Background: an optimization exercise with open tools, aiming at small area, a short achievable clock period and few clock cycles. Do not read the settings as production practice.
Only simulation tests tie the RTL to the original design; equivalence was not proved.

==> flow/design.v, too long to show whole: its modules and the start of the top module <==
// module kaq_mul: 2935 lines
// module kaq_comp: 292 lines
module kaq_comp (
    input  wire         clk,
    input  wire         rst,
    input  wire         start,
    input  wire [247:0] cal,
    input  wire [19:0]  raw_t,
    input  wire [19:0]  raw_p,
    input  wire [15:0]  raw_h,
    input  wire [9:0]   raw_g,
    input  wire [3:0]   raw_gr,
    input  wire [223:0] aqb,
    input  wire [2:0]   aqn,
    output reg          busy,
    output reg          valid,
    output wire [31:0]  t_fine,
    output wire [31:0]  out_t,
    output wire [31:0]  out_p,
    output wire [31:0]  out_h,
    output wire [31:0]  out_g,
    output reg  [2:0]   out_aq,
    output reg          p_err
);
  // ...
==> flow/run.sh <==
#!/bin/bash
# synth_recipe.tcl (not shown) runs the flow's synth.tcl, then flattens the netlist and writes it again
# the make line also repeats each setting of config.mk as NAME=value (left out here)
make -C /OpenROAD-flow-scripts/flow DESIGN_CONFIG=/design/flow/config.mk WORK_HOME=/design/flow/orfs CLKGATE_MAP_FILE= SYNTH_SCRIPT=/design/flow/synth_recipe.tcl finish
==> flow/config.mk <==
export PLATFORM = sky130hd
export DESIGN_NAME = kaq_comp
export DESIGN_NICKNAME = kaq_comp
export VERILOG_FILES = /design/flow/design.v
export SDC_FILE = /design/flow/constraint.sdc
export NUM_CORES = 4
export LEC_CHECK = 0
export CAP_MARGIN = 20
export CELL_PAD_IN_SITES_DETAIL_PLACEMENT = 1
export CELL_PAD_IN_SITES_GLOBAL_PLACEMENT = 2
export CORE_MARGIN = 2
export CORE_UTILIZATION = 35
export SLEW_MARGIN = 20
==> flow/constraint.sdc <==
create_clock -name core_clock -period 18.0 [get_ports {clk}]
set_input_delay 3.6000 -clock core_clock [delete_from_list [all_inputs] [get_ports {clk}]]
set_output_delay 3.6000 -clock core_clock [all_outputs]
set_load 0.01 [all_outputs]
==> results.toml, run 1 <==
[status]
status = "no timing/DRC/antenna violations"

[worst_setup_path]
r2r_slack_ps = 4150
critPathArrivalTime_ps = 14360
reg2reg_depth = 47
worstSetupEndpoint = "prem[14]"
reg2reg_from = "pdiv[1]"
r2r-end = "prem[14]"
critPathTopFamily = "compound AO/OA/AOI/OAI gates"

[floorplanning]
core_sq_mm = 0.246
io_pins = 714

[cts]
h-tree-depth = 3

[logic_synthesis]
synth_edf_count = 273
synthXorXnorAreaFrac = 0.0522
yosysTopAreaCell = "ha_1"
synth_top_family_by_area = "compound AO/OA/AOI/OAI gates"
synth_top_area_share = 0.139

[route]
drc_errors = 0
vias = 93600
drt_first_iter_violations = 8828
met2_length_microns = 224000

[timing]
setup_slack_ps = 4150
clock_skew_ps = 59.5
fin_crit_sh = 0.770

[grt]
grtUsageTotal = 0.379
grt-ovfl-total = 0

[layout]
drive_gt1_frac = 0.0580
final_common_cell = "nand2_1"
fin_cells = 14900
top_register = "P"
post-route-util = 0.403

[run]
max_cap_violations = 0

[placement]
dp_cells = 14700
dp_hpwl_microns = 373000

[min_path]
worstHoldStart = "opC[0]"
Testbench counts, summed over its fixed seeds: cycles 11,904.
==> module kaq_comp, before the edit <==
module kaq_comp (
    input  wire         clk,
    input  wire         rst,
    input  wire         start,
    input  wire [247:0] cal,
    input  wire [19:0]  raw_t,
    input  wire [19:0]  raw_p,
    input  wire [15:0]  raw_h,
    input  wire [9:0]   raw_g,
    input  wire [3:0]   raw_gr,
    input  wire [223:0] aqb,
    input  wire [2:0]   aqn,
    output reg          busy,
    output reg          valid,
    output wire [31:0]  t_fine,
    output wire [31:0]  out_t,
    output wire [31:0]  out_p,
    output wire [31:0]  out_h,
    output wire [31:0]  out_g,
    output reg  [2:0]   out_aq,
    output reg          p_err
);
    wire        [15:0] t1  = {cal[8*1 +: 8],  cal[8*0 +: 8]};
    wire signed [15:0] t2  = {cal[8*3 +: 8],  cal[8*2 +: 8]};
    wire signed [7:0]  t3  = cal[8*4 +: 8];
    wire        [15:0] p1  = {cal[8*6 +: 8],  cal[8*5 +: 8]};
    wire signed [15:0] p2  = {cal[8*8 +: 8],  cal[8*7 +: 8]};
    wire signed [7:0]  p3  = cal[8*9 +: 8];
    wire signed [15:0] p4  = {cal[8*11 +: 8], cal[8*10 +: 8]};
    wire signed [15:0] p5  = {cal[8*13 +: 8], cal[8*12 +: 8]};
    wire signed [7:0]  p6  = cal[8*14 +: 8];
    wire signed [7:0]  p7  = cal[8*15 +: 8];
    wire signed [15:0] p8  = {cal[8*17 +: 8], cal[8*16 +: 8]};
    wire signed [15:0] p9  = {cal[8*19 +: 8], cal[8*18 +: 8]};
    wire        [7:0]  p10 = cal[8*20 +: 8];
    wire        [15:0] h1  = {cal[8*22 +: 8], cal[8*21 +: 8]};
    wire        [15:0] h2  = {cal[8*24 +: 8], cal[8*23 +: 8]};
    wire signed [7:0]  h3  = cal[8*25 +: 8];
    wire signed [7:0]  h4  = cal[8*26 +: 8];
    wire signed [7:0]  h5  = cal[8*27 +: 8];
    wire        [7:0]  h6  = cal[8*28 +: 8];
    wire signed [7:0]  h7  = cal[8*29 +: 8];
    wire signed [7:0]  rse = cal[8*30 +: 8];
    reg [30:0] lut1;
    reg [31:0] lut2;
    always @(*) begin
        case (raw_gr)
            4'd5, 4'd13: lut1 = 31'd2126008810;
            4'd7:        lut1 = 31'd2130303777;
            4'd10:       lut1 = 31'd2143188679;
            4'd11:       lut1 = 31'd2136746228;
            default:     lut1 = 31'd2147483647;
        endcase
        case (raw_gr)
            4'd0:  lut2 = 32'd4096000000;
            4'd1:  lut2 = 32'd2048000000;
            4'd2:  lut2 = 32'd1024000000;
            4'd3:  lut2 = 32'd512000000;
            4'd4:  lut2 = 32'd255744255;
            4'd5:  lut2 = 32'd127110228;
            4'd6:  lut2 = 32'd64000000;
            4'd7:  lut2 = 32'd32258064;
            4'd8:  lut2 = 32'd16016016;
            4'd9:  lut2 = 32'd8000000;
            4'd10: lut2 = 32'd4000000;
            4'd11: lut2 = 32'd2000000;
            4'd12: lut2 = 32'd1000000;
            4'd13: lut2 = 32'd500000;
            4'd14: lut2 = 32'd250000;
            default: lut2 = 32'd125000;
        endcase
    end
    reg  [4:0]         st;           
    reg  signed [32:0] opA;
    reg  signed [26:0] opB;
    reg  signed [35:0] opC;
    reg  signed [59:0] P;
    wire        [59:0] prod;
    wire signed [31:0] PL = P[31:0];
    kaq_mul u_mul (.a(opA), .b(opB), .c(opC), .p(prod));
    reg  signed [22:0] tf;           
    reg  signed [16:0] ot;           
    reg  signed [31:0] op;           
    reg         [16:0] oh;           
    reg  signed [31:0] S1;           
    reg         [15:0] prem;
    reg         [16:0] pdiv;         
    reg         [31:0] pq;           
    reg                pbig, pneg, dsgn;
    reg         [26:0] grem;
    reg         [26:0] gdiv;
    reg         [25:0] gq;           
    assign t_fine = {{9{tf[22]}}, tf};
    assign out_t  = {{15{ot[16]}}, ot};
    assign out_p  = op;
    assign out_h  = {15'd0, oh};
    assign out_g  = {7'd0, gq[24:0]};
    wire signed [16:0] vh    = $signed({1'b0, raw_t[19:4]}) - $signed({1'b0, t1});    
    wire signed [17:0] v1    = {vh, raw_t[3]};
    wire signed [22:0] tf_n  = S1[22:0] + P[36:14];
    wire signed [22:0] a0src = (st == 5'd4) ? tf_n : tf;
    wire signed [21:0] a0    = (a0src >>> 1) - 22'sd64000;
    wire signed [31:0] a3    = ($signed(pq) + (PL >>> 3)) >>> 18;
    wire signed [16:0] a4    = PL[31:15];
    wire        [19:0] bsh   = {{2{PL[31]}}, PL[31:14]} + {p4, 4'd0};               
    wire signed [21:0] base  = 22'sd1048576 - $signed({2'd0, raw_p}) - $signed(bsh);
    wire               big_n = ~PL[31] & PL[30];
    wire        [31:0] pnum  = big_n ? PL : {PL[30:0], 1'b0};
    wire        [31:0] ngin  = (st == 5'd12) ? pnum : pq;
    wire               ngdo  = (st == 5'd12) ? pnum[31] : pneg;
    wire        [31:0] ngout = ngdo ? -ngin : ngin;
    wire signed [31:0] pc1   = pbig ? {ngout[30:0], 1'b0} : ngout;
    wire signed [31:0] xs    = op >>> 3;
    wire        [7:0]  ext   = xs[7:0] * xs[31:24];
    wire signed [31:0] cx    = PL + {ext, 24'd0};
    reg  signed [7:0]  hsel;
    always @(*) begin
        case (st)
            5'd12:   hsel = h5;
            5'd15:   hsel = h4;
            5'd17:   hsel = h3;
            default: hsel = h7;
        endcase
    end
    wire signed [31:0] hM    = hsel * $signed(25'sd10737419);
    wire               qneg  = (ot[16] ^ hsel[7]) & (ot != 17'sd0) & (hsel != 8'sd0);
    wire signed [17:0] q30   = P[47:30];
    wire signed [31:0] x6    = PL >>> 6;
    wire signed [20:0] hsum  = $signed(S1[17:0]) + $signed(P[50:31]) + 21'sd16384;
    wire signed [22:0] hh1   = $signed({7'd0, raw_h}) - $signed({3'd0, h1, 4'd0}) - (q30 >>> 1);
    wire signed [17:0] hh4s  = $signed({2'd0, h6, 7'd0}) + q30;
    wire signed [31:0] hy    = (S1 + (PL >>> 1)) >>> 10;
    wire        [26:0] h125  = {hy[18:0], 7'd0} - {hy[18:0], 2'd0} + hy[18:0];
    wire        [10:0] rsc   = 11'd1340 + {{3{rse[7]}}, rse} + {rse[7], rse, 2'd0};
    wire        [26:0] g2    = {raw_g, 15'd0} - 27'd16777216 + {1'b0, P[41:16]};
    function [2:0] bucket(input [24:0] x);
        integer i;
        begin
            bucket = 3'd0;
            for (i = 0; i < 7; i = i + 1)
                if (i < aqn && aqb[32*i+25 +: 7] == 7'd0 && x >= aqb[32*i +: 25])
                    bucket = bucket + 3'd1;
        end
    endfunction
    reg [15:0] npr;
    reg [31:0] npq;
    reg [17:0] pt;
    reg [16:0] psh;
    reg [26:0] ngr;
    reg [25:0] ngq;
    reg [28:0] gt;
    reg [27:0] gsh;
    integer k;
    always @(*) begin
        npr = prem;
        npq = pq;
        for (k = 0; k < 4; k = k + 1) begin
            psh = {npr, npq[31]};
            pt  = {1'b0, psh} - {1'b0, pdiv};
            npr = pt[17] ? psh[15:0] : pt[15:0];
            npq = {npq[30:0], ~pt[17]};
        end
        ngr = grem;
        ngq = gq;
        for (k = 0; k < 2; k = k + 1) begin
            gsh = {ngr, ngq[25]};
            gt  = {1'b0, gsh} - {2'b0, gdiv};
            ngr = gt[28] ? gsh[26:0] : gt[26:0];
            ngq = {ngq[24:0], ~gt[28]};
        end
    end
    reg signed [32:0] opA_n;
    reg signed [26:0] opB_n;
    reg signed [35:0] opC_n;
    always @(*) begin
        opA_n = vh;
        opB_n = vh;
        opC_n = 36'sd0;
        if (busy) begin
            case (st)
                5'd1:  begin opA_n = v1;                opB_n = t2; end
                5'd2:  begin opA_n = $signed({1'b0, P[32:12]}); opB_n = $signed({t3, 4'd0}); end
                5'd4:  begin opA_n = a0 >>> 2;          opB_n = a0 >>> 2; end
                5'd5:  begin opA_n = a0;                opB_n = p2; end
                5'd6:  begin opA_n = PL >>> 11;         opB_n = p6; end
                5'd7:  begin opA_n = S1 >>> 13;         opB_n = $signed({p3, 5'd0}); end
                5'd8:  begin opA_n = a0;                opB_n = $signed({p5, 1'b0}); opC_n = PL >>> 2; end
                5'd9:  begin opA_n = 33'sd32768 + a3;   opB_n = $signed({1'b0, p1}); end
                5'd10: begin opA_n = base;              opB_n = 27'sd3125; end
                5'd11: begin opA_n = $signed({2'd0, lut1}); opB_n = $signed({1'b0, rsc}); end
                5'd12, 5'd15, 5'd17, 5'd19:
                       begin opA_n = hM;                opB_n = ot;
                             opC_n = qneg ? 36'sd1073741824 : 36'sd0; end
                5'd13: begin opA_n = $signed({1'b0, lut2}); opB_n = $signed({1'b0, P[41:16]});
                             opC_n = $signed({1'b0, g2[26:1], 9'd0}); end
                5'd14: begin opA_n = ot;                opB_n = q30; end
                5'd16: begin opA_n = x6;                opB_n = 27'sd21474837;
                             opC_n = x6[31] ? 36'sd2147483648 : 36'sd0; end
                5'd18: begin opA_n = hsum;              opB_n = $signed({1'b0, h2}); end
                5'd20: begin opA_n = S1;                opB_n = PL >>> 10; end
                5'd21: begin opA_n = pc1 >>> 8;         opB_n = pc1 >>> 8; end
                5'd22: begin opA_n = PL >>> 14;         opB_n = PL >>> 14; end
                5'd23: begin opA_n = xs;                opB_n = $signed({3'd0, xs[23:0]}); end
                5'd24: begin opA_n = PL >>> 10;         opB_n = $signed(pdiv); end
                5'd25: begin opA_n = cx >>> 13;         opB_n = p9; end
                5'd26: begin opA_n = $signed(pq);       opB_n = op >>> 8; end
                5'd27: begin opA_n = op >>> 2;          opB_n = p8; end
                5'd28: begin opA_n = PL;                opB_n = $signed({1'b0, p10}); end
                default: ;
            endcase
        end
    end
    always @(posedge clk) begin
        opA <= opA_n;
        opB <= opB_n;
        opC <= opC_n;
        P   <= prod;
    end
    always @(posedge clk) begin
        if (rst) begin
            busy  <= 1'b0;
            valid <= 1'b0;
            st    <= 5'd0;
        end else if (!busy) begin
            if (start) begin
                busy  <= 1'b1;
                valid <= 1'b0;
                st    <= 5'd1;
            end
        end else begin
            st <= st + 5'd1;
            if (st == 5'd30) begin
                busy  <= 1'b0;
                valid <= 1'b1;
                st    <= 5'd0;
            end
        end
    end
    wire signed [31:0] xacc = ((st == 5'd27) ? $signed({{17{p7[7]}}, p7, 7'd0}) : $signed(pq))
                            + ((st == 5'd27) ? (PL >>> 12) : (PL >>> 13));
    always @(posedge clk) begin
        if (busy) begin
            case (st)
                5'd3:  S1 <= P >>> 11;                        
                5'd4:  tf <= tf_n;
                5'd5:  ot <= (tf * 5 + 23'sd128) >>> 8;
                5'd6:  S1 <= PL;                              
                5'd7:  pq <= PL >>> 1;                        
                5'd11: begin
                    pdiv  <= a4[16] ? -a4 : a4;
                    dsgn  <= a4[16];
                    p_err <= (a4 == 17'sd0);
                end
                5'd12: begin
                    pbig <= big_n;
                    pneg <= pnum[31] ^ dsgn;
                    prem <= 16'd0;
                    pq   <= ngout;
                end
                5'd13: gdiv <= g2;
                5'd15: begin
                    grem <= {3'd0, P[58:35]};
                    gq   <= P[34:9];
                end
                5'd17: S1 <= q30;                             
                5'd19: S1 <= hh1;                             
                5'd21: begin
                    op   <= pc1;
                    pdiv <= hh4s >>> 4;                       
                end
                5'd22: S1 <= PL;                              
                5'd23: pq <= PL;
                5'd26: oh <= hy[31] ? 17'd0 : (hy >= 32'sd409604) ? 17'd100000 : h125[25:9];
                5'd27: pq <= xacc;
                5'd29: begin
                    pq     <= xacc;
                    out_aq <= bucket(gq[24:0]);
                end
                5'd30: op <= p_err ? 32'sd0 : op + (($signed(pq) + (PL >>> 17)) >>> 4);
                default: ;
            endcase
            if (st >= 5'd13 && st <= 5'd20) begin
                prem <= npr;
                pq   <= npq;
            end
            if (st >= 5'd16 && st <= 5'd28) begin
                grem <= ngr;
                gq   <= ngq;
            end
        end
    end
endmodule
==> inputs of run 2 (changes only) <==
--- a/flow/design.v
+++ b/flow/design.v
@@ -3018,9 +3018,10 @@
     reg  signed [31:0] op;           
     reg         [16:0] oh;           
     reg  signed [31:0] S1;           
-    reg         [15:0] prem;
+    reg         [15:0] prem;         
     reg         [16:0] pdiv;         
-    reg         [31:0] pq;           
+    reg         [35:0] pq;           
+    reg  signed [7:0]  hsel;         
     reg                pbig, pneg, dsgn;
     reg         [26:0] grem;
     reg         [26:0] gdiv;
@@ -3035,28 +3036,19 @@
     wire signed [22:0] tf_n  = S1[22:0] + P[36:14];
     wire signed [22:0] a0src = (st == 5'd4) ? tf_n : tf;
     wire signed [21:0] a0    = (a0src >>> 1) - 22'sd64000;
-    wire signed [31:0] a3    = ($signed(pq) + (PL >>> 3)) >>> 18;
+    wire signed [31:0] a3    = ($signed(pq[31:0]) + (PL >>> 3)) >>> 18;
     wire signed [16:0] a4    = PL[31:15];
     wire        [19:0] bsh   = {{2{PL[31]}}, PL[31:14]} + {p4, 4'd0};               
     wire signed [21:0] base  = 22'sd1048576 - $signed({2'd0, raw_p}) - $signed(bsh);
     wire               big_n = ~PL[31] & PL[30];
     wire        [31:0] pnum  = big_n ? PL : {PL[30:0], 1'b0};
-    wire        [31:0] ngin  = (st == 5'd12) ? pnum : pq;
+    wire        [31:0] ngin  = (st == 5'd12) ? pnum : pq[31:0];
     wire               ngdo  = (st == 5'd12) ? pnum[31] : pneg;
     wire        [31:0] ngout = ngdo ? -ngin : ngin;
     wire signed [31:0] pc1   = pbig ? {ngout[30:0], 1'b0} : ngout;
     wire signed [31:0] xs    = op >>> 3;
     wire        [7:0]  ext   = xs[7:0] * xs[31:24];
     wire signed [31:0] cx    = PL + {ext, 24'd0};
-    reg  signed [7:0]  hsel;
-    always @(*) begin
-        case (st)
-            5'd12:   hsel = h5;
-            5'd15:   hsel = h4;
-            5'd17:   hsel = h3;
-            default: hsel = h7;
-        endcase
-    end
     wire signed [31:0] hM    = hsel * $signed(25'sd10737419);
     wire               qneg  = (ot[16] ^ hsel[7]) & (ot != 17'sd0) & (hsel != 8'sd0);
     wire signed [17:0] q30   = P[47:30];
@@ -3067,20 +3059,22 @@
     wire signed [31:0] hy    = (S1 + (PL >>> 1)) >>> 10;
     wire        [26:0] h125  = {hy[18:0], 7'd0} - {hy[18:0], 2'd0} + hy[18:0];
     wire        [10:0] rsc   = 11'd1340 + {{3{rse[7]}}, rse} + {rse[7], rse, 2'd0};
-    wire        [26:0] g2    = {raw_g, 15'd0} - 27'd16777216 + {1'b0, P[41:16]};
-    function [2:0] bucket(input [24:0] x);
-        integer i;
-        begin
-            bucket = 3'd0;
-            for (i = 0; i < 7; i = i + 1)
-                if (i < aqn && aqb[32*i+25 +: 7] == 7'd0 && x >= aqb[32*i +: 25])
-                    bucket = bucket + 3'd1;
-        end
-    endfunction
+    wire        [26:0] g2    = {raw_g, 15'd0} - 27'd16777216 + {1'b0, P[41:16]};    
+    reg [6:0] aqge;      
+    reg [2:0] aqcnt;
+    integer i;
+    always @(*) begin
+        for (i = 0; i < 7; i = i + 1)
+            aqge[i] = (aqb[32*i+25 +: 7] == 7'd0) && (gq[24:0] >= aqb[32*i +: 25]);
+        aqcnt = 3'd0;
+        for (i = 0; i < 7; i = i + 1)
+            if (i < aqn && prem[i])
+                aqcnt = aqcnt + 3'd1;
+    end
     reg [15:0] npr;
-    reg [31:0] npq;
-    reg [17:0] pt;
-    reg [16:0] psh;
+    reg [35:0] npq;
+    reg [17:0] px;
+    reg [19:0] pt1, pt2, pt3;
     reg [26:0] ngr;
     reg [25:0] ngq;
     reg [28:0] gt;
@@ -3089,11 +3083,13 @@
     always @(*) begin
         npr = prem;
         npq = pq;
-        for (k = 0; k < 4; k = k + 1) begin
-            psh = {npr, npq[31]};
-            pt  = {1'b0, psh} - {1'b0, pdiv};
-            npr = pt[17] ? psh[15:0] : pt[15:0];
-            npq = {npq[30:0], ~pt[17]};
+        for (k = 0; k < 3; k = k + 1) begin
+            px  = {npr, npq[35:34]};
+            pt1 = {2'b0, px} - {3'b0, pdiv};
+            pt2 = {2'b0, px} - {2'b0, pdiv, 1'b0};
+            pt3 = {2'b0, px} - {1'b0, op[18:0]};
+            npq = {npq[33:0], ~pt3[19] | ~pt2[19], ~pt3[19] | (pt2[19] & ~pt1[19])};
+            npr = ~pt3[19] ? pt3[15:0] : ~pt2[19] ? pt2[15:0] : ~pt1[19] ? pt1[15:0] : px[15:0];
         end
         ngr = grem;
         ngq = gq;
@@ -3115,6 +3111,7 @@
             case (st)
                 5'd1:  begin opA_n = v1;                opB_n = t2; end
                 5'd2:  begin opA_n = $signed({1'b0, P[32:12]}); opB_n = $signed({t3, 4'd0}); end
+                5'd3:  begin opA_n = $signed({2'd0, lut1}); opB_n = $signed({1'b0, rsc}); end
                 5'd4:  begin opA_n = a0 >>> 2;          opB_n = a0 >>> 2; end
                 5'd5:  begin opA_n = a0;                opB_n = p2; end
                 5'd6:  begin opA_n = PL >>> 11;         opB_n = p6; end
@@ -3122,25 +3119,24 @@
                 5'd8:  begin opA_n = a0;                opB_n = $signed({p5, 1'b0}); opC_n = PL >>> 2; end
                 5'd9:  begin opA_n = 33'sd32768 + a3;   opB_n = $signed({1'b0, p1}); end
                 5'd10: begin opA_n = base;              opB_n = 27'sd3125; end
-                5'd11: begin opA_n = $signed({2'd0, lut1}); opB_n = $signed({1'b0, rsc}); end
-                5'd12, 5'd15, 5'd17, 5'd19:
+                5'd11, 5'd14, 5'd16, 5'd18:
                        begin opA_n = hM;                opB_n = ot;
                              opC_n = qneg ? 36'sd1073741824 : 36'sd0; end
-                5'd13: begin opA_n = $signed({1'b0, lut2}); opB_n = $signed({1'b0, P[41:16]});
-                             opC_n = $signed({1'b0, g2[26:1], 9'd0}); end
-                5'd14: begin opA_n = ot;                opB_n = q30; end
-                5'd16: begin opA_n = x6;                opB_n = 27'sd21474837;
+                5'd12: begin opA_n = $signed({1'b0, lut2}); opB_n = $signed({1'b0, grem[25:0]});
+                             opC_n = $signed({1'b0, gdiv[26:1], 9'd0}); end
+                5'd13: begin opA_n = ot;                opB_n = q30; end
+                5'd15: begin opA_n = x6;                opB_n = 27'sd21474837;
                              opC_n = x6[31] ? 36'sd2147483648 : 36'sd0; end
-                5'd18: begin opA_n = hsum;              opB_n = $signed({1'b0, h2}); end
-                5'd20: begin opA_n = S1;                opB_n = PL >>> 10; end
-                5'd21: begin opA_n = pc1 >>> 8;         opB_n = pc1 >>> 8; end
-                5'd22: begin opA_n = PL >>> 14;         opB_n = PL >>> 14; end
-                5'd23: begin opA_n = xs;                opB_n = $signed({3'd0, xs[23:0]}); end
-                5'd24: begin opA_n = PL >>> 10;         opB_n = $signed(pdiv); end
-                5'd25: begin opA_n = cx >>> 13;         opB_n = p9; end
-                5'd26: begin opA_n = $signed(pq);       opB_n = op >>> 8; end
-                5'd27: begin opA_n = op >>> 2;          opB_n = p8; end
-                5'd28: begin opA_n = PL;                opB_n = $signed({1'b0, p10}); end
+                5'd17: begin opA_n = hsum;              opB_n = $signed({1'b0, h2}); end
+                5'd19: begin opA_n = S1;                opB_n = PL >>> 10; end
+                5'd20: begin opA_n = op >>> 8;          opB_n = op >>> 8; end
+                5'd21: begin opA_n = PL >>> 14;         opB_n = PL >>> 14; end
+                5'd22: begin opA_n = PL;                opB_n = op >>> 8; end
+                5'd23: begin opA_n = PL >>> 10;         opB_n = $signed(pdiv); end
+                5'd24: begin opA_n = PL;                opB_n = $signed({1'b0, p10}); end
+                5'd25: begin opA_n = xs;                opB_n = $signed({3'd0, xs[23:0]}); end
+                5'd26: begin opA_n = op >>> 2;          opB_n = p8; end
+                5'd27: begin opA_n = cx >>> 13;         opB_n = p9; end
                 default: ;
             endcase
         end
@@ -3164,25 +3160,29 @@
             end
         end else begin
             st <= st + 5'd1;
-            if (st == 5'd30) begin
+            if (st == 5'd29) begin
                 busy  <= 1'b0;
                 valid <= 1'b1;
                 st    <= 5'd0;
             end
         end
     end
-    wire signed [31:0] xacc = ((st == 5'd27) ? $signed({{17{p7[7]}}, p7, 7'd0}) : $signed(pq))
-                            + ((st == 5'd27) ? (PL >>> 12) : (PL >>> 13));
     always @(posedge clk) begin
         if (busy) begin
             case (st)
                 5'd3:  S1 <= P >>> 11;                        
                 5'd4:  tf <= tf_n;
-                5'd5:  ot <= (tf * 5 + 23'sd128) >>> 8;
+                5'd5:  begin
+                    ot   <= (tf * 5 + 23'sd128) >>> 8;
+                    grem <= {1'b0, P[41:16]};                 
+                    gdiv <= g2;
+                end
                 5'd6:  S1 <= PL;                              
-                5'd7:  pq <= PL >>> 1;                        
+                5'd7:  pq <= {4'd0, PL >>> 1};                
+                5'd10: hsel <= h5;
                 5'd11: begin
                     pdiv  <= a4[16] ? -a4 : a4;
+                    op    <= (a4[16] ? -a4 : a4) * 3;
                     dsgn  <= a4[16];
                     p_err <= (a4 == 17'sd0);
                 end
@@ -3190,35 +3190,37 @@
                     pbig <= big_n;
                     pneg <= pnum[31] ^ dsgn;
                     prem <= 16'd0;
-                    pq   <= ngout;
+                    pq   <= {4'd0, ngout};
                 end
-                5'd13: gdiv <= g2;
-                5'd15: begin
+                5'd13: hsel <= h4;
+                5'd14: begin
                     grem <= {3'd0, P[58:35]};
                     gq   <= P[34:9];
                 end
-                5'd17: S1 <= q30;                             
-                5'd19: S1 <= hh1;                             
-                5'd21: begin
-                    op   <= pc1;
-                    pdiv <= hh4s >>> 4;                       
-                end
-                5'd22: S1 <= PL;                              
-                5'd23: pq <= PL;
-                5'd26: oh <= hy[31] ? 17'd0 : (hy >= 32'sd409604) ? 17'd100000 : h125[25:9];
-                5'd27: pq <= xacc;
+                5'd15: hsel <= h3;
+                5'd16: S1 <= q30;                             
+                5'd17: hsel <= h7;
+                5'd18: S1 <= hh1;                             
+                5'd19: op <= pc1;
+                5'd20: pdiv <= hh4s >>> 4;                    
+                5'd21: S1 <= PL;                              
+                5'd25: oh <= hy[31] ? 17'd0 : (hy >= 32'sd409604) ? 17'd100000 : h125[25:9];
+                5'd26: pq <= {4'd0, (PL >>> 17) + $signed({{17{p7[7]}}, p7, 7'd0})};
+                5'd28: begin
+                    pq   <= {4'd0, $signed(pq[31:0]) + (PL >>> 13)};
+                    prem <= {9'd0, aqge};
+                end
                 5'd29: begin
-                    pq     <= xacc;
-                    out_aq <= bucket(gq[24:0]);
+                    op     <= p_err ? 32'sd0 : op + (($signed(pq[31:0]) + (PL >>> 12)) >>> 4);
+                    out_aq <= aqcnt;
                 end
-                5'd30: op <= p_err ? 32'sd0 : op + (($signed(pq) + (PL >>> 17)) >>> 4);
                 default: ;
             endcase
-            if (st >= 5'd13 && st <= 5'd20) begin
+            if (st >= 5'd13 && st <= 5'd18) begin
                 prem <= npr;
                 pq   <= npq;
             end
-            if (st >= 5'd16 && st <= 5'd28) begin
+            if (st >= 5'd15 && st <= 5'd27) begin
                 grem <= ngr;
                 gq   <= ngq;
             end
==> run 2 against run 1 <==
- die area is 6.3% higher
- fmax is 18% higher
- global-route usage is 0.89 points higher
==> results.toml, run 2 <==
[layout]
final_cell_mix = "nand2_1, inv_1, ha_1"
top_regs = "P: 59 flops, opC: 36 flops, pq: 36 flops"
final_common_cell = "nand2_1"
design_area_sq_mm = 0.105
syn_to_final_growth_pct = 14.1
top_register = "P"
fill_cells = 31600
drive_gt1_frac = 0.0553
fin_cells = 15800
seqCellArea_sq_mm = 0.0119
multi_input_area_sq_mm = 0.0728
largest_reg_flops = 59
nNetsFinal = 14300

[route]
vias_per_cell = 6.31
drt_first_iter_violations = 10300
drc_errors = 0
wl_per_cell_microns = 33.8
drt_pass1_iterations = 8
vias = 99800
drt_wl_total_microns = 535000
postRouteAntennaNets = 0

[worst_setup_path]
r2r_slack_ps = 6250
worstSetupEndpoint = "prem[15]"
r2r-end = "prem[15]"
critPathArrivalTime_ps = 12250
cp-startpoint = "op[1]"
critical_path.most_common_cell = "o21ai_0"
required_ps = 18500
crit_type = "reg -> reg"
reg2reg_from = "op[1]"
endpoint_kind = "register"
slowest_delay_ps = 860
cp-start-kind = "register"
cp_slowest_cell = "o21ai_0"
cp_max_fo = 19
reg2reg_depth = 32

[logic_synthesis]
ys.flop_type = "edfxtp_1"
yosysTopAreaCell = "ha_1"
synth-seq-cells = 447
ys_async_sr_fraction = 0
yosysSeqAreaShare = 0.128
syn_area_sq_mm = 0.0921
syn_inst = 12000
yosys_warnings = 1
synth_area_per_cell_sq_um = 7.67
synth_top_area_share = 0.149
synth_cell_types = 112
synth_edf_count = 285
synth_common_cells = "nand2_1, inv_1, ha_1"
synthTopCellsByArea = "ha_1, fa_1, edfxtp_1"
synth_most_common_cell = "nand2_1"

[timing]
rsz0062_at_grt = "no"
tns_ps = 0
slew_headroom = 0.121
finalMaxSlewViolations = 0
fin_crit_sh = 0.653
hold_viol_final = 0
min_period_ps = 11750
setup_viol_count_final = 0
fmax_mhz = 85.1
setup_slack_ps = 6250
worst_pin_slew_ps = 1320
clock_skew_ps = 39.7

[cts]
hold_buffers = 0
cts_setup_buffers = 0
ctsLongestPathBuffers = 3
insertion_delay_ps = 760
clock-sinks = 447
cts_resized = 0
h-tree-depth = 2
clockRootBuffer = "clkbuf_16"
clkTransAtPathRegs_ps = 60
cts_made_buffers = 57
cts_tree = "built"

[grt]
grtUsageTotal = 0.387
antenna_found_initial = 68
met1_usage = 0.497
busiest_layer = "met2"
grt_pass1_vias = 99000
grt_max_degree = 121
gr-usage-met2 = 0.595
met3_usage = 0.0839
grt_pass1_wl_microns = 748000
grt-ovfl-total = 0

[placement]
gp_congestion = 1.05
dp_hpwl_microns = 413000
io_buffers = 688
placed_cell_area_sq_mm = 0.103
dp_cells = 15700
dpl_worst_slack_ps = 6500

[floorplanning]
core_sq_mm = 0.262
initial_utilization = 0.352
die_area_sq_mm = 0.267
rows = 188
io_pins = 714
die_h_microns = 517
chipWidth_microns = 517

[status]
status = "no timing/DRC/antenna violations"

[min_path]
hold_class = "reg -> reg"
whs_path_depth = 1

[run]
max_cap_violations = 0
run 2: changes by cell type after synthesis, sizes merged, moves of 25 or more:
cell	delta
ha	+136
xnor2	+65
a31oi	+25
a21oi	+57
a22oi	-28
nor2	-34
o311a	+25
nor2b	+45
o21a	+25
a211oi	+28
nor3	+29
run 2: final cells by class:
type	count	area share
Tap cell	3515	0.0418
Clock buffer	64	0.0141
Antenna cell	41	0.000976
Multi-Input combinational cell	9567	0.693
Inverter	1107	0.0395
Clock inverter	44	0.00735
Timing Repair Buffer	1023	0.0901
Sequential cell	447	0.113
run 2: layer usage:
metal  vias up  part of all wire
li1      43600                 -
met1     50600              0.41
met2      4401              0.44
met3      1117             0.081
met4        22             0.068
met5         -           0.00029
run 2: cells by family (layout without fill, tap and decap cells):
kind of cell / Yosys count / after routing / share of synthesized area
mux: 147 / 147 / 0.0166
simple gates: 3052 / 3052 / 0.152
xor+xnor: 599 / 599 / 0.0570
flops: 447 / 447 / 0.128
compound gates: 3967 / 3967 / 0.285
other cells: 2 / 82 / 0.0000815
buf+inv: 2043 / 2238 / 0.0866
fa+ha+maj: 1761 / 1761 / 0.275
run 2: critical path, delay by kind of cell, from the launching register on:
family | cells | cell delay [ps]
compound gates | 18 | 6690
simple gates | 8 | 2220
fa+ha+maj | 3 | 1080
buf+inv | 3 | 780
flops | 1 | 670
run 2: per-stage QoR:
stage	util	hold slack (ps)
finish	0.401	471
global route	0.401	498
CTS	0.401	469
detailed placement	0.392	461
global placement	0.392	454
floorplan	-	432
run 2: worst min-delay path by stage:
| stage | startpoint | to | slack, ps |
|---|---|---|---|
| 3_5_place_dp | opC[0] | P[0] | 460 |
| 5_1_grt | opC[0] | P[0] | 500 |
| 3_3_place_gp | opC[0] | P[0] | 450 |
| 2_1_floorplan | opC[0] | P[0] | 430 |
| 6_report | opC[0] | P[0] | 470 |
| 4_1_cts | opC[0] | P[0] | 470 |
Testbench counts of run 2, summed over its fixed seeds: cycles 11,520.
==> inputs of run 3 (changes only) <==
--- a/flow/design.v
+++ b/flow/design.v
@@ -3020,7 +3020,7 @@
     reg  signed [31:0] S1;           
     reg         [15:0] prem;         
     reg         [16:0] pdiv;         
-    reg         [35:0] pq;           
+    reg         [31:0] pq;           
     reg  signed [7:0]  hsel;         
     reg                pbig, pneg, dsgn;
     reg         [26:0] grem;
@@ -3036,17 +3036,23 @@
     wire signed [22:0] tf_n  = S1[22:0] + P[36:14];
     wire signed [22:0] a0src = (st == 5'd4) ? tf_n : tf;
     wire signed [21:0] a0    = (a0src >>> 1) - 22'sd64000;
-    wire signed [31:0] a3    = ($signed(pq[31:0]) + (PL >>> 3)) >>> 18;
+    wire signed [31:0] a3    = ($signed(pq) + (PL >>> 3)) >>> 18;
     wire signed [16:0] a4    = PL[31:15];
-    wire        [19:0] bsh   = {{2{PL[31]}}, PL[31:14]} + {p4, 4'd0};               
-    wire signed [21:0] base  = 22'sd1048576 - $signed({2'd0, raw_p}) - $signed(bsh);
+    wire        [21:0] bk    = 22'h200001 - {2'd0, raw_p} - {{2{p4[15]}}, p4, 4'd0};
+    wire        [21:0] bx    = {{4{PL[31]}}, PL[31:14]};
+    wire        [21:0] bsum  = bx + {{2{p4[15]}}, p4, 4'd0};
+    wire        [21:0] bnw   = gq[21:0] + ~bx;
+    wire        [1:0]  bfix  = bsum[21:20] - {2{bsum[19]}};
+    wire        [21:0] basep = {bnw[21:20] + bfix, bnw[19:0]};
     wire               big_n = ~PL[31] & PL[30];
     wire        [31:0] pnum  = big_n ? PL : {PL[30:0], 1'b0};
-    wire        [31:0] ngin  = (st == 5'd12) ? pnum : pq[31:0];
+    wire        [31:0] ngin  = (st == 5'd12) ? pnum : pq;
     wire               ngdo  = (st == 5'd12) ? pnum[31] : pneg;
     wire        [31:0] ngout = ngdo ? -ngin : ngin;
     wire signed [31:0] pc1   = pbig ? {ngout[30:0], 1'b0} : ngout;
     wire signed [31:0] xs    = op >>> 3;
+    wire signed [21:0] xsb   = (st == 5'd28) ? $signed(PL[31:12]) : (st == 5'd29) ? $signed(PL[31:17]) : $signed(PL[31:13]);
+    wire signed [21:0] xsum  = $signed(pq[21:0]) + xsb;
     wire        [7:0]  ext   = xs[7:0] * xs[31:24];
     wire signed [31:0] cx    = PL + {ext, 24'd0};
     wire signed [31:0] hM    = hsel * $signed(25'sd10737419);
@@ -3054,7 +3060,15 @@
     wire signed [17:0] q30   = P[47:30];
     wire signed [31:0] x6    = PL >>> 6;
     wire signed [20:0] hsum  = $signed(S1[17:0]) + $signed(P[50:31]) + 21'sd16384;
-    wire signed [22:0] hh1   = $signed({7'd0, raw_h}) - $signed({3'd0, h1, 4'd0}) - (q30 >>> 1);
+    wire        [22:0] ha    = {7'd0, raw_h};
+    wire        [22:0] hb    = ~{3'd0, h1, 4'd0};
+    wire        [22:0] hc    = ~{{6{P[47]}}, P[47:31]};
+    wire        [22:0] hs1   = ha ^ hb ^ hc;
+    wire        [22:0] hc1   = {(ha[21:0] & hb[21:0]) | (ha[21:0] & hc[21:0]) | (hb[21:0] & hc[21:0]), 1'b0};
+    wire        [22:0] hk    = 23'd2;
+    wire        [22:0] hs2   = hs1 ^ hc1 ^ hk;
+    wire        [22:0] hc2   = {(hs1[21:0] & hc1[21:0]) | (hs1[21:0] & hk[21:0]) | (hc1[21:0] & hk[21:0]), 1'b0};
+    wire signed [22:0] hh1   = hs2 + hc2;
     wire signed [17:0] hh4s  = $signed({2'd0, h6, 7'd0}) + q30;
     wire signed [31:0] hy    = (S1 + (PL >>> 1)) >>> 10;
     wire        [26:0] h125  = {hy[18:0], 7'd0} - {hy[18:0], 2'd0} + hy[18:0];
@@ -3072,7 +3086,7 @@
                 aqcnt = aqcnt + 3'd1;
     end
     reg [15:0] npr;
-    reg [35:0] npq;
+    reg [31:0] npq;
     reg [17:0] px;
     reg [19:0] pt1, pt2, pt3;
     reg [26:0] ngr;
@@ -3083,12 +3097,12 @@
     always @(*) begin
         npr = prem;
         npq = pq;
-        for (k = 0; k < 3; k = k + 1) begin
-            px  = {npr, npq[35:34]};
+        for (k = 0; k < 2; k = k + 1) begin
+            px  = {npr, npq[31:30]};
             pt1 = {2'b0, px} - {3'b0, pdiv};
             pt2 = {2'b0, px} - {2'b0, pdiv, 1'b0};
             pt3 = {2'b0, px} - {1'b0, op[18:0]};
-            npq = {npq[33:0], ~pt3[19] | ~pt2[19], ~pt3[19] | (pt2[19] & ~pt1[19])};
+            npq = {npq[29:0], ~pt3[19] | ~pt2[19], ~pt3[19] | (pt2[19] & ~pt1[19])};
             npr = ~pt3[19] ? pt3[15:0] : ~pt2[19] ? pt2[15:0] : ~pt1[19] ? pt1[15:0] : px[15:0];
         end
         ngr = grem;
@@ -3118,7 +3132,7 @@
                 5'd7:  begin opA_n = S1 >>> 13;         opB_n = $signed({p3, 5'd0}); end
                 5'd8:  begin opA_n = a0;                opB_n = $signed({p5, 1'b0}); opC_n = PL >>> 2; end
                 5'd9:  begin opA_n = 33'sd32768 + a3;   opB_n = $signed({1'b0, p1}); end
-                5'd10: begin opA_n = base;              opB_n = 27'sd3125; end
+                5'd10: begin opA_n = $signed({11'd0, basep}); opB_n = 27'sd3125; opC_n = -36'sd3276800000; end
                 5'd11, 5'd14, 5'd16, 5'd18:
                        begin opA_n = hM;                opB_n = ot;
                              opC_n = qneg ? 36'sd1073741824 : 36'sd0; end
@@ -3129,14 +3143,14 @@
                              opC_n = x6[31] ? 36'sd2147483648 : 36'sd0; end
                 5'd17: begin opA_n = hsum;              opB_n = $signed({1'b0, h2}); end
                 5'd19: begin opA_n = S1;                opB_n = PL >>> 10; end
-                5'd20: begin opA_n = op >>> 8;          opB_n = op >>> 8; end
                 5'd21: begin opA_n = PL >>> 14;         opB_n = PL >>> 14; end
-                5'd22: begin opA_n = PL;                opB_n = op >>> 8; end
+                5'd22: begin opA_n = op >>> 8;          opB_n = op >>> 8; end
                 5'd23: begin opA_n = PL >>> 10;         opB_n = $signed(pdiv); end
-                5'd24: begin opA_n = PL;                opB_n = $signed({1'b0, p10}); end
-                5'd25: begin opA_n = xs;                opB_n = $signed({3'd0, xs[23:0]}); end
-                5'd26: begin opA_n = op >>> 2;          opB_n = p8; end
-                5'd27: begin opA_n = cx >>> 13;         opB_n = p9; end
+                5'd24: begin opA_n = xs;                opB_n = $signed({3'd0, xs[23:0]}); end
+                5'd25: begin opA_n = $signed(pq);       opB_n = op >>> 8; end
+                5'd26: begin opA_n = cx >>> 13;         opB_n = p9; end
+                5'd27: begin opA_n = PL;                opB_n = $signed({1'b0, p10}); end
+                5'd28: begin opA_n = op >>> 2;          opB_n = p8; end
                 default: ;
             endcase
         end
@@ -3160,7 +3174,7 @@
             end
         end else begin
             st <= st + 5'd1;
-            if (st == 5'd29) begin
+            if (st == 5'd30) begin
                 busy  <= 1'b0;
                 valid <= 1'b1;
                 st    <= 5'd0;
@@ -3178,7 +3192,8 @@
                     gdiv <= g2;
                 end
                 5'd6:  S1 <= PL;                              
-                5'd7:  pq <= {4'd0, PL >>> 1};                
+                5'd7:  pq <= PL >>> 1;                        
+                5'd9:  gq <= {4'd0, bk};
                 5'd10: hsel <= h5;
                 5'd11: begin
                     pdiv  <= a4[16] ? -a4 : a4;
@@ -3190,7 +3205,7 @@
                     pbig <= big_n;
                     pneg <= pnum[31] ^ dsgn;
                     prem <= 16'd0;
-                    pq   <= {4'd0, ngout};
+                    pq   <= ngout;
                 end
                 5'd13: hsel <= h4;
                 5'd14: begin
@@ -3201,22 +3216,26 @@
                 5'd16: S1 <= q30;                             
                 5'd17: hsel <= h7;
                 5'd18: S1 <= hh1;                             
-                5'd19: op <= pc1;
                 5'd20: pdiv <= hh4s >>> 4;                    
-                5'd21: S1 <= PL;                              
+                5'd21: begin
+                    S1 <= PL;                                 
+                    op <= pc1;
+                end
+                5'd24: pq <= PL;                              
                 5'd25: oh <= hy[31] ? 17'd0 : (hy >= 32'sd409604) ? 17'd100000 : h125[25:9];
-                5'd26: pq <= {4'd0, (PL >>> 17) + $signed({{17{p7[7]}}, p7, 7'd0})};
+                5'd26: pq <= $signed({p7, 7'd0});
                 5'd28: begin
-                    pq   <= {4'd0, $signed(pq[31:0]) + (PL >>> 13)};
+                    pq   <= xsum;                             
                     prem <= {9'd0, aqge};
                 end
                 5'd29: begin
-                    op     <= p_err ? 32'sd0 : op + (($signed(pq[31:0]) + (PL >>> 12)) >>> 4);
+                    pq     <= xsum;                           
                     out_aq <= aqcnt;
                 end
+                5'd30: op <= p_err ? 32'sd0 : op + (xsum >>> 4);    
                 default: ;
             endcase
-            if (st >= 5'd13 && st <= 5'd18) begin
+            if (st >= 5'd13 && st <= 5'd20) begin
                 prem <= npr;
                 pq   <= npq;
             end
--- a/flow/config.mk
+++ b/flow/config.mk
@@ -9,5 +9,6 @@
 export CELL_PAD_IN_SITES_DETAIL_PLACEMENT = 1
 export CELL_PAD_IN_SITES_GLOBAL_PLACEMENT = 2
 export CORE_MARGIN = 2
-export CORE_UTILIZATION = 35
+export CORE_UTILIZATION = 55
+export PLACE_DENSITY = 0.7
 export SLEW_MARGIN = 20
==> run 3 against run 2 <==
- the run now fails in global placement without I/O
- synthesized cell count shrank 2.5%
- synthesized area shrank 3.3%
==> results.toml, run 3 <==
[status]
status = "did not finish"
stop_stage = "global placement without I/O"
firstError = "[ERROR GPL-0301] Utilization 103.628 % exceeds 100%."

[logic_synthesis]
synth_common_cells = "inv_1, nand2_1, ha_1"
yosysTopAreaCell = "ha_1"
ys.flop_type = "edfxtp_1"
synth-seq-cells = 443
syn_area_sq_mm = 0.0891
yosysSeqAreaShare = 0.131
synth_edf_count = 281
yosys_warnings = 1
ys_async_sr_fraction = 0
synth_cell_types = 115
synth_area_per_cell_sq_um = 7.61
syn_inst = 11700
synthTopCellsByArea = "ha_1, fa_1, edfxtp_1"
synth_top_area_share = 0.147
synth_most_common_cell = "inv_1"

[floorplanning]
rows = 147
die_h_microns = 407
initial_utilization = 0.554
chipWidth_microns = 407
## run 3: changes by cell type after synthesis, sizes merged, moves of 28 or more
cell | previous run | this run
o311a | 105 | 59
nor2b | 231 | 176
a221oi | 164 | 219
nor2 | 750 | 859
xnor2 | 396 | 349
a21oi | 985 | 1015
maj3 | 167 | 129
ha | 1100 | 1049
o21ai | 777 | 749
xor2 | 203 | 172
nand2 | 1184 | 1096
a21o | 261 | 216
inv | 1103 | 1210
## run 3: cell families after synthesis
kind of cell	share of synthesized area
AOI/OAI and AO/OA	0.280
xor gates and xnor gates	0.0516
adders and majority gates	0.274
buffers and inverters	0.0945
DFF	0.131
muxes	0.0186
other	0.0000843
and+or+nand+nor	0.150
Testbench counts of run 3, summed over its fixed seeds: cycles 11,904.
==> inputs of run 4 (changes only) <==
--- a/flow/design.v
+++ b/flow/design.v
@@ -3014,7 +3014,6 @@
     wire signed [31:0] PL = P[31:0];
     kaq_mul u_mul (.a(opA), .b(opB), .c(opC), .p(prod));
     reg  signed [22:0] tf;           
-    reg  signed [16:0] ot;           
     reg  signed [31:0] op;           
     reg         [16:0] oh;           
     reg  signed [31:0] S1;           
@@ -3033,15 +3032,31 @@
     assign out_g  = {7'd0, gq[24:0]};
     wire signed [16:0] vh    = $signed({1'b0, raw_t[19:4]}) - $signed({1'b0, t1});    
     wire signed [17:0] v1    = {vh, raw_t[3]};
-    wire signed [22:0] tf_n  = S1[22:0] + P[36:14];
+    wire signed [16:0] ot    = (tf * 5 + 23'sd128) >>> 8;    
+    reg  signed [31:0] ady;
+    always @(*) begin
+        case (st)
+            5'd4:    ady = P[45:14];                        
+            5'd9:    ady = PL >>> 3;                        
+            5'd10:   ady = ~{{14{PL[31]}}, PL[31:14]};      
+            5'd17:   ady = {{3{P[59]}}, P[59:31]};          
+            5'd25:   ady = PL >>> 1;                        
+            5'd28:   ady = PL >>> 12;                       
+            5'd29:   ady = PL >>> 17;                       
+            default: ady = PL >>> 13;                       
+        endcase
+    end
+    wire signed [31:0] adx   = (st >= 5'd26) ? $signed(pq) : S1;
+    wire signed [31:0] ads   = adx + ady;
+    wire signed [22:0] tf_n  = ads[22:0];
     wire signed [22:0] a0src = (st == 5'd4) ? tf_n : tf;
     wire signed [21:0] a0    = (a0src >>> 1) - 22'sd64000;
-    wire signed [31:0] a3    = ($signed(pq) + (PL >>> 3)) >>> 18;
+    wire signed [31:0] a3    = ads >>> 18;
     wire signed [16:0] a4    = PL[31:15];
     wire        [21:0] bk    = 22'h200001 - {2'd0, raw_p} - {{2{p4[15]}}, p4, 4'd0};
     wire        [21:0] bx    = {{4{PL[31]}}, PL[31:14]};
     wire        [21:0] bsum  = bx + {{2{p4[15]}}, p4, 4'd0};
-    wire        [21:0] bnw   = gq[21:0] + ~bx;
+    wire        [21:0] bnw   = ads[21:0];
     wire        [1:0]  bfix  = bsum[21:20] - {2{bsum[19]}};
     wire        [21:0] basep = {bnw[21:20] + bfix, bnw[19:0]};
     wire               big_n = ~PL[31] & PL[30];
@@ -3051,15 +3066,19 @@
     wire        [31:0] ngout = ngdo ? -ngin : ngin;
     wire signed [31:0] pc1   = pbig ? {ngout[30:0], 1'b0} : ngout;
     wire signed [31:0] xs    = op >>> 3;
-    wire signed [21:0] xsb   = (st == 5'd28) ? $signed(PL[31:12]) : (st == 5'd29) ? $signed(PL[31:17]) : $signed(PL[31:13]);
-    wire signed [21:0] xsum  = $signed(pq[21:0]) + xsb;
+    wire        [35:0] fa    = {op, 4'd0};
+    wire        [35:0] fb    = {{4{pq[31]}}, pq};
+    wire        [35:0] fc    = {{17{PL[31]}}, PL[31:13]};
+    wire        [35:0] fs    = fa ^ fb ^ fc;
+    wire        [35:0] fcy   = {(fa[34:0] & fb[34:0]) | (fa[34:0] & fc[34:0]) | (fb[34:0] & fc[34:0]), 1'b0};
+    wire        [35:0] fsum  = fs + fcy;
     wire        [7:0]  ext   = xs[7:0] * xs[31:24];
     wire signed [31:0] cx    = PL + {ext, 24'd0};
     wire signed [31:0] hM    = hsel * $signed(25'sd10737419);
     wire               qneg  = (ot[16] ^ hsel[7]) & (ot != 17'sd0) & (hsel != 8'sd0);
     wire signed [17:0] q30   = P[47:30];
     wire signed [31:0] x6    = PL >>> 6;
-    wire signed [20:0] hsum  = $signed(S1[17:0]) + $signed(P[50:31]) + 21'sd16384;
+    wire signed [20:0] hsum  = ads[20:0];
     wire        [22:0] ha    = {7'd0, raw_h};
     wire        [22:0] hb    = ~{3'd0, h1, 4'd0};
     wire        [22:0] hc    = ~{{6{P[47]}}, P[47:31]};
@@ -3070,8 +3089,8 @@
     wire        [22:0] hc2   = {(hs1[21:0] & hc1[21:0]) | (hs1[21:0] & hk[21:0]) | (hc1[21:0] & hk[21:0]), 1'b0};
     wire signed [22:0] hh1   = hs2 + hc2;
     wire signed [17:0] hh4s  = $signed({2'd0, h6, 7'd0}) + q30;
-    wire signed [31:0] hy    = (S1 + (PL >>> 1)) >>> 10;
-    wire        [26:0] h125  = {hy[18:0], 7'd0} - {hy[18:0], 2'd0} + hy[18:0];
+    wire signed [31:0] hy    = ads >>> 10;
+    wire        [26:0] h125  = {S1[18:0], 7'd0} - {S1[18:0], 2'd0} + S1[18:0];
     wire        [10:0] rsc   = 11'd1340 + {{3{rse[7]}}, rse} + {rse[7], rse, 2'd0};
     wire        [26:0] g2    = {raw_g, 15'd0} - 27'd16777216 + {1'b0, P[41:16]};    
     reg [6:0] aqge;      
@@ -3186,14 +3205,13 @@
             case (st)
                 5'd3:  S1 <= P >>> 11;                        
                 5'd4:  tf <= tf_n;
+                5'd7:  S1 <= PL >>> 1;                        
                 5'd5:  begin
-                    ot   <= (tf * 5 + 23'sd128) >>> 8;
                     grem <= {1'b0, P[41:16]};                 
                     gdiv <= g2;
                 end
                 5'd6:  S1 <= PL;                              
-                5'd7:  pq <= PL >>> 1;                        
-                5'd9:  gq <= {4'd0, bk};
+                5'd9:  S1 <= {10'd0, bk};
                 5'd10: hsel <= h5;
                 5'd11: begin
                     pdiv  <= a4[16] ? -a4 : a4;
@@ -3213,7 +3231,7 @@
                     gq   <= P[34:9];
                 end
                 5'd15: hsel <= h3;
-                5'd16: S1 <= q30;                             
+                5'd16: S1 <= q30 + 32'sd16384;                
                 5'd17: hsel <= h7;
                 5'd18: S1 <= hh1;                             
                 5'd20: pdiv <= hh4s >>> 4;                    
@@ -3222,17 +3240,20 @@
                     op <= pc1;
                 end
                 5'd24: pq <= PL;                              
-                5'd25: oh <= hy[31] ? 17'd0 : (hy >= 32'sd409604) ? 17'd100000 : h125[25:9];
-                5'd26: pq <= $signed({p7, 7'd0});
+                5'd25: S1 <= hy;                              
+                5'd26: begin
+                    oh <= S1[31] ? 17'd0 : (S1 >= 32'sd409604) ? 17'd100000 : h125[25:9];
+                    pq <= $signed({p7, 7'd0});                
+                end
                 5'd28: begin
-                    pq   <= xsum;                             
+                    pq   <= ads;                              
                     prem <= {9'd0, aqge};
                 end
                 5'd29: begin
-                    pq     <= xsum;                           
+                    pq     <= ads;                            
                     out_aq <= aqcnt;
                 end
-                5'd30: op <= p_err ? 32'sd0 : op + (xsum >>> 4);    
+                5'd30: op <= p_err ? 32'sd0 : fsum[35:4];      
                 default: ;
             endcase
             if (st >= 5'd13 && st <= 5'd20) begin
--- a/flow/config.mk
+++ b/flow/config.mk
@@ -9,6 +9,5 @@
 export CELL_PAD_IN_SITES_DETAIL_PLACEMENT = 1
 export CELL_PAD_IN_SITES_GLOBAL_PLACEMENT = 2
 export CORE_MARGIN = 2
-export CORE_UTILIZATION = 55
-export PLACE_DENSITY = 0.7
+export CORE_UTILIZATION = 35
 export SLEW_MARGIN = 20
==> run 4 against run 3 <==
- the run now finishes clean
- synthesized cell count shrank 4.0%
- synthesized area shrank 4.2%
==> results.toml, run 4 <==
[layout]
final_cell_mix = "inv_1, a21oi_1, nand2_1"
seqCellArea_sq_mm = 0.0113
final_common_cell = "inv_1"
drive_gt1_frac = 0.0663
multi_input_area_sq_mm = 0.0667
top_register = "P"
post-route-util = 0.404
nNetsFinal = 13400
syn_to_final_growth_pct = 14.8
top_regs = "P: 60 flops, opC: 36 flops, opA: 33 flops"
largest_reg_flops = 60
fill_cells = 29400

[route]
vias_per_cell = 6.47
postRouteAntennaNets = 0
drt_first_iter_violations = 10900
wl_per_cell_microns = 35.6
vias = 95100
drt_wl_total_microns = 523000
drc_errors = 0
drt_pass1_iterations = 9

[worst_setup_path]
endpoint_kind = "register"
required_ps = 18610
reg2reg_depth = 27
critPathArrivalTime_ps = 10490
cp_max_fo = 51
crit_type = "reg -> reg"
cp-start-kind = "register"

[cts]
clockRootBuffer = "clkbuf_16"
cts_setup_buffers = 0
cts_made_buffers = 58
clock-sinks = 427
insertion_delay_ps = 790
ctsLongestPathBuffers = 3
cts_resized = 0
hold_buffers = 0
cts_tree = "built"
clkTransAtPathRegs_ps = 70
h-tree-depth = 2

[timing]
finalMaxSlewViolations = 0
fmax_mhz = 101
setup_viol_count_final = 0
clock_skew_ps = 106
worst_pin_slew_ps = 1290
tns_ps = 0
rsz0062_at_grt = "no"
min_period_ps = 9880
hold_viol_final = 0
fin_crit_sh = 0.549
slew_headroom = 0.137

[run]
max_cap_violations = 0

[logic_synthesis]
synth_cell_types = 93
yosys_warnings = 1
yosysTopAreaCell = "ha_1"
synth_area_per_cell_sq_um = 7.59
syn_area_sq_mm = 0.0854
synthTopCellsByArea = "ha_1, fa_1, edfxtp_1"
ys_async_sr_fraction = 0
ys.flop_type = "edfxtp_1"
yosysSeqAreaShare = 0.131
synth_top_area_share = 0.135
synth_common_cells = "inv_1, a21oi_1, nand2_1"
synth_edf_count = 264
synth_most_common_cell = "inv_1"
syn_inst = 11200
synth-seq-cells = 427

[grt]
antenna_found_initial = 74
grt_pass1_vias = 94100
grt_pass1_wl_microns = 730000
grt_max_degree = 71
grt-ovfl-total = 0
grtUsageTotal = 0.408

[floorplanning]
die_h_microns = 498
chipWidth_microns = 498
initial_utilization = 0.351
io_pins = 714
die_area_sq_mm = 0.248
rows = 181
core_sq_mm = 0.243

[placement]
dp_hpwl_microns = 403000
io_buffers = 688
gp_congestion = 1.02

[status]
status = "no timing/DRC/antenna violations"

[min_path]
hold_class = "reg -> reg"
whs_path_depth = 1
[run 4: cell count changes after synthesis, sizes merged, moves of 34 or more]
cell and delta:
a211oi -52, a21oi -43, a221oi +34, a22oi +64
clkbuf +62, ha -125, inv -83, maj3 -60
nand2 -145, nor2b -59, nor3 -37, o21ai -39
xnor2 -64
[run 4: logic make-up (layout without fill, tap and decap cells)]
family | after synthesis | count (layout) | share of synthesized area
muxes | 173 | 173 | 0.0214
adders and majority gates | 1520 | 1520 | 0.267
DFF | 427 | 427 | 0.131
xor gates and xnor gates | 469 | 469 | 0.0481
and+or+nand+nor | 2786 | 2786 | 0.148
buffers and inverters | 2116 | 2291 | 0.0963
other | 2 | 80 | 0.0000879
AOI/OAI and AO/OA | 3755 | 3755 | 0.288
[run 4: stage by stage]
stage / cells / hold slack [ps] / setup slack, ps / area (sq um)
final: 14700 / 452 / 8120 / 98100
after global routing: 14700 / 452 / 7690 / 98000
after floorplan: 11300 / 432 / 10570 / 85600
after detailed placement: 14500 / 472 / 8350 / 95700
after global placement: 14500 / 451 / 8390 / 95700
after CTS: 14700 / 439 / 8320 / 97800
[run 4: area by class of cell]
| type | instances | share of cell area |
|---|---|---|
| tap | 3202 | 0.0409 |
| sequential | 427 | 0.115 |
| antenna | 39 | 0.000995 |
| clock buffer | 83 | 0.0173 |
| timing repair buffer | 1052 | 0.0986 |
| inverter | 1129 | 0.0432 |
| clock inverter | 27 | 0.00398 |
| multi-input combinational | 8744 | 0.680 |
[run 4: worst max-delay path, cell delays in order (launching register included)]
cell and delay (ps):
dfxtp_4 650, buf_4 550, inv_1 270, nor2_1 660, nand2_1 120, a21oi_1 160
nor2_1 60, a221oi_1 360, fa_1 500, inv_1 100, fa_1 530, fa_1 480
fa_1 510, fa_1 550, inv_1 50, fa_1 390, ha_1 410, a21oi_1 160
o21ai_0 190, a221oi_1 380, o21ai_0 250, o22ai_1 200, o21ai_0 280, a221oi_1 780
o2111ai_1 330, and2_1 250, a221o_1 320, a21oi_1 170
[run 4: path summary, 6_finish.rpt]
check	slack [ps]	endpoint	startpoint
worst min register to register	450	opC[11]	gdiv[3]
worst min-delay path	450	opC[11]	gdiv[3]
worst max-delay path	8120	P[59]	opB[5]
worst max register to register	8120	P[59]	opB[5]
[run 4: per-layer routing]
layer  routed length, microns  up-vias  global-route usage  part of all wire
met2                   225000     5013               0.613              0.43
met3                    48700     1400               0.110             0.093
met4                    43700       30               0.289             0.084
li1                         -    40700                   -                 -
met5                      240        -             0.00174           0.00046
met1                   206000    48000               0.503              0.39
Testbench counts of run 4, summed over its fixed seeds: cycles 11,904.
==> inputs of run 5 (changes only) <==
--- a/flow/design.v
+++ b/flow/design.v
@@ -3095,10 +3095,15 @@
     wire        [26:0] g2    = {raw_g, 15'd0} - 27'd16777216 + {1'b0, P[41:16]};    
     reg [6:0] aqge;      
     reg [2:0] aqcnt;
-    integer i;
+    reg       aqc;
+    integer i, j;
     always @(*) begin
-        for (i = 0; i < 7; i = i + 1)
-            aqge[i] = (aqb[32*i+25 +: 7] == 7'd0) && (gq[24:0] >= aqb[32*i +: 25]);
+        for (i = 0; i < 7; i = i + 1) begin
+            aqc = 1'b1;
+            for (j = 0; j < 25; j = j + 1)
+                aqc = (gq[j] & ~aqb[32*i+j]) | ((gq[j] | ~aqb[32*i+j]) & aqc);
+            aqge[i] = (aqb[32*i+25 +: 7] == 7'd0) && aqc;
+        end
         aqcnt = 3'd0;
         for (i = 0; i < 7; i = i + 1)
             if (i < aqn && prem[i])
==> run 5 against run 4 <==
- wire length decreased by 4.5%
- via count decreased by 5.4%
- global-route usage is 0.44 points higher
- critical endpoint is now out_t[8]
- highest routed layer unchanged
- synthesized area shrank 5.6%
- register-to-register slack improved by 280 ps
- still clean on timing, DRC and antenna
- worst hold slack improved by 27 ps
- critical path type is now reg -> out
- count of clock-buffer cells in the layout decreased by 5
==> results.toml, run 5 <==
[route]
vias = 90100
drc_errors = 0
postRouteAntennaNets = 0
wl_per_cell_microns = 36.0
drt_wl_total_microns = 499000
vias_per_cell = 6.49
drt_pass1_iterations = 11
drt_first_iter_violations = 10400

[worst_setup_path]
cp-start-kind = "register"
crit_chain = "ha_1 -> ha_1 -> ha_1 -> and3_1 -> a31o_2 -> a21o_1 -> a21oi_1 -> o21bai_1 -> a31oi_1 -> a211oi_1 -> o21a_1 -> o21ai_0 -> nand2b_1 -> xor2_1 -> clkdlybuf4s50_1"
crit_type = "reg -> out"
cp_slowest_cell = "xor2_1"
critical_path.most_common_cell = "ha_1"
cp_max_fo = 5
critPathArrivalTime_ps = 6360
slowest_delay_ps = 830
required_ps = 14400
endpoint_kind = "primary output"
cp_num_buf_inv = 1
critPathTopFamily = "compound AO/OA/AOI/OAI gates"

[min_path]
hold_class = "reg -> reg"

[layout]
final_cell_mix = "a21oi_1, inv_1, nand2_1"
top_register = "P"
nNetsFinal = 12600
syn_to_final_growth_pct = 15.3
post-route-util = 0.405
largest_reg_flops = 60
final_common_cell = "a21oi_1"
top_regs = "P: 60 flops, opC: 36 flops, opA: 33 flops"
drive_gt1_frac = 0.0671

[grt]
antenna_found_initial = 86
grtUsageTotal = 0.412
grt-ovfl-total = 0
grt_pass1_vias = 89400
grt_max_degree = 91
grt_pass1_wl_microns = 698000

[timing]
min_period_ps = 9960
tns_ps = 0
setup_viol_count_final = 0
finalMaxSlewViolations = 0
fmax_mhz = 100
rsz0062_at_grt = "no"
hold_viol_final = 0
worst_pin_slew_ps = 1380
clock_skew_ps = 68.4
slew_headroom = 0.0772
fin_crit_sh = 0.553

[floorplanning]
rows = 176
die_h_microns = 484
io_pins = 714
core_sq_mm = 0.229
chipWidth_microns = 484
die_area_sq_mm = 0.234
initial_utilization = 0.352

[cts]
cts_setup_buffers = 0
hold_buffers = 0
insertion_delay_ps = 790
clkTransAtPathRegs_ps = 70
h-tree-depth = 2
cts_made_buffers = 60
cts_resized = 0
ctsLongestPathBuffers = 3
clockRootBuffer = "clkbuf_16"
clock-sinks = 427
cts_tree = "built"

[status]
status = "no timing/DRC/antenna violations"

[placement]
io_buffers = 688
gp_congestion = 1.03
dp_hpwl_microns = 382000

[logic_synthesis]
ys.flop_type = "edfxtp_1"
synth_top_area_share = 0.131
synth.area.mux_share = 0.0267
synth_top_family_by_area = "compound AO/OA/AOI/OAI gates"
ys_async_sr_fraction = 0
synth_cell_types = 104
synthAdderAreaFrac = 0.254
syn_area_sq_mm = 0.0807
synthTopCellsByArea = "fa_1, ha_1, edfxtp_1"
synthXorXnorAreaFrac = 0.0499
yosys_warnings = 1
yosysSeqAreaShare = 0.139
synth_area_per_cell_sq_um = 7.62
synth_compound_area_frac = 0.298
synth_edf_count = 264
synth_most_common_cell = "a21oi_1"
yosysTopAreaCell = "fa_1"
synthSimpleGateAreaFrac = 0.139
syn_inst = 10600
synth_common_cells = "a21oi_1, inv_1, nand2_1"
synth-seq-cells = 427

[run]
max_cap_violations = 0
==> run 5: cell count changes after synthesis, moves of 30 or more <==
| cell | delta |
|---|---|
| ha_1 | -176 |
| inv_1 | -167 |
| a22oi_1 | +87 |
| nand4_1 | -49 |
| nand2_1 | -47 |
| a21o_1 | -39 |
| a221oi_1 | -38 |
| o21a_1 | -36 |
| o211ai_1 | -35 |
| o21ai_0 | +35 |
| o31ai_1 | -35 |
| a21oi_1 | +31 |
| buf_1 | -30 |
| nor2_1 | -30 |
==> run 5: final timing paths <==
path                            slack [ps]  cells after the start     from  endpoint
worst max-delay path                  8040                     15    tf[5]  out_t[8]
worst min-delay path                   480                      1   opC[0]      P[0]
worst max register to register        8400                     31  pdiv[2]   prem[4]
worst min register to register         480                      1   opC[0]      P[0]
==> run 5: cell families after synthesis <==
kind of cell | after synthesis
compound gates | 3708
xor+xnor | 459
fa+ha+maj | 1333
buf+inv | 1930
flops | 427
mux | 205
other cells | 2
simple gates | 2528
==> run 5: stage by stage <==
stage | setup WS (ps) | cell area (sq um) | cells | hold slack (ps)
after floorplan | 10510 | 80800 | 10600 | 432
after global placement | 8220 | 90400 | 13700 | 452
after detailed placement | 8640 | 90400 | 13700 | 463
after CTS | 8080 | 92700 | 13800 | 484
after global routing | 7860 | 92900 | 13800 | 498
final | 8040 | 93000 | 13900 | 480
==> run 5: cell type report <==
type / instances / area [sq um]
Antenna cell: 55 / 138
Tap cell: 3026 / 3790
Timing Repair Buffer: 1010 / 9380
Multi-Input combinational cell: 8274 / 62500
Inverter: 968 / 3630
Clock inverter: 36 / 480
Sequential cell: 427 / 11300
Clock buffer: 78 / 1760
Fill cell: 27600 / 136000
==> run 5: routing by layer <==
| layer | global-route usage | up-vias | share of wire |
|---|---|---|---|
| met5 | 0.00572 | - | 0.00093 |
| met4 | 0.247 | 46 | 0.069 |
| met3 | 0.122 | 1320 | 0.10 |
| met2 | 0.613 | 4975 | 0.42 |
| met1 | 0.524 | 45500 | 0.40 |
| li1 | - | 38200 | - |
Testbench counts of run 5, summed over its fixed seeds: cycles 11,904.

[what the ideal ports hide]
The flow's constraints put no driver on any port. The routed layouts listed below were extracted and timed again, unchanged, in two steps. Step 1 sets driving cells, clkbuf_16 on the clock port and buf_2 on the other inputs (assumed; they add their load-dependent delay and slew). Step 2 moves the port delays by t, midway between the first and last clock arrival at a register: inputs arrive t later, outputs are due t later. That takes back most of the time a late clock gives input paths. Three values: ideal, step 1, step 2; two values: the first two.
run | shift t [ns] | setup slack, ns | worst register clock-pin slew, ns
run 1 | 0.834 | 4.146 / 4.146 / 4.146 | 0.09 / 0.09
run 2 | 0.839 | 6.247 / 6.247 / 6.247 | 0.10 / 0.10
run 4 | 0.841 | 8.123 / 8.123 / 8.123 | 0.08 / 0.08
run 5 | 0.833 | 8.044 / 7.967 / 8.399 | 0.07 / 0.07
After both steps setup and hold are still met in every run listed.
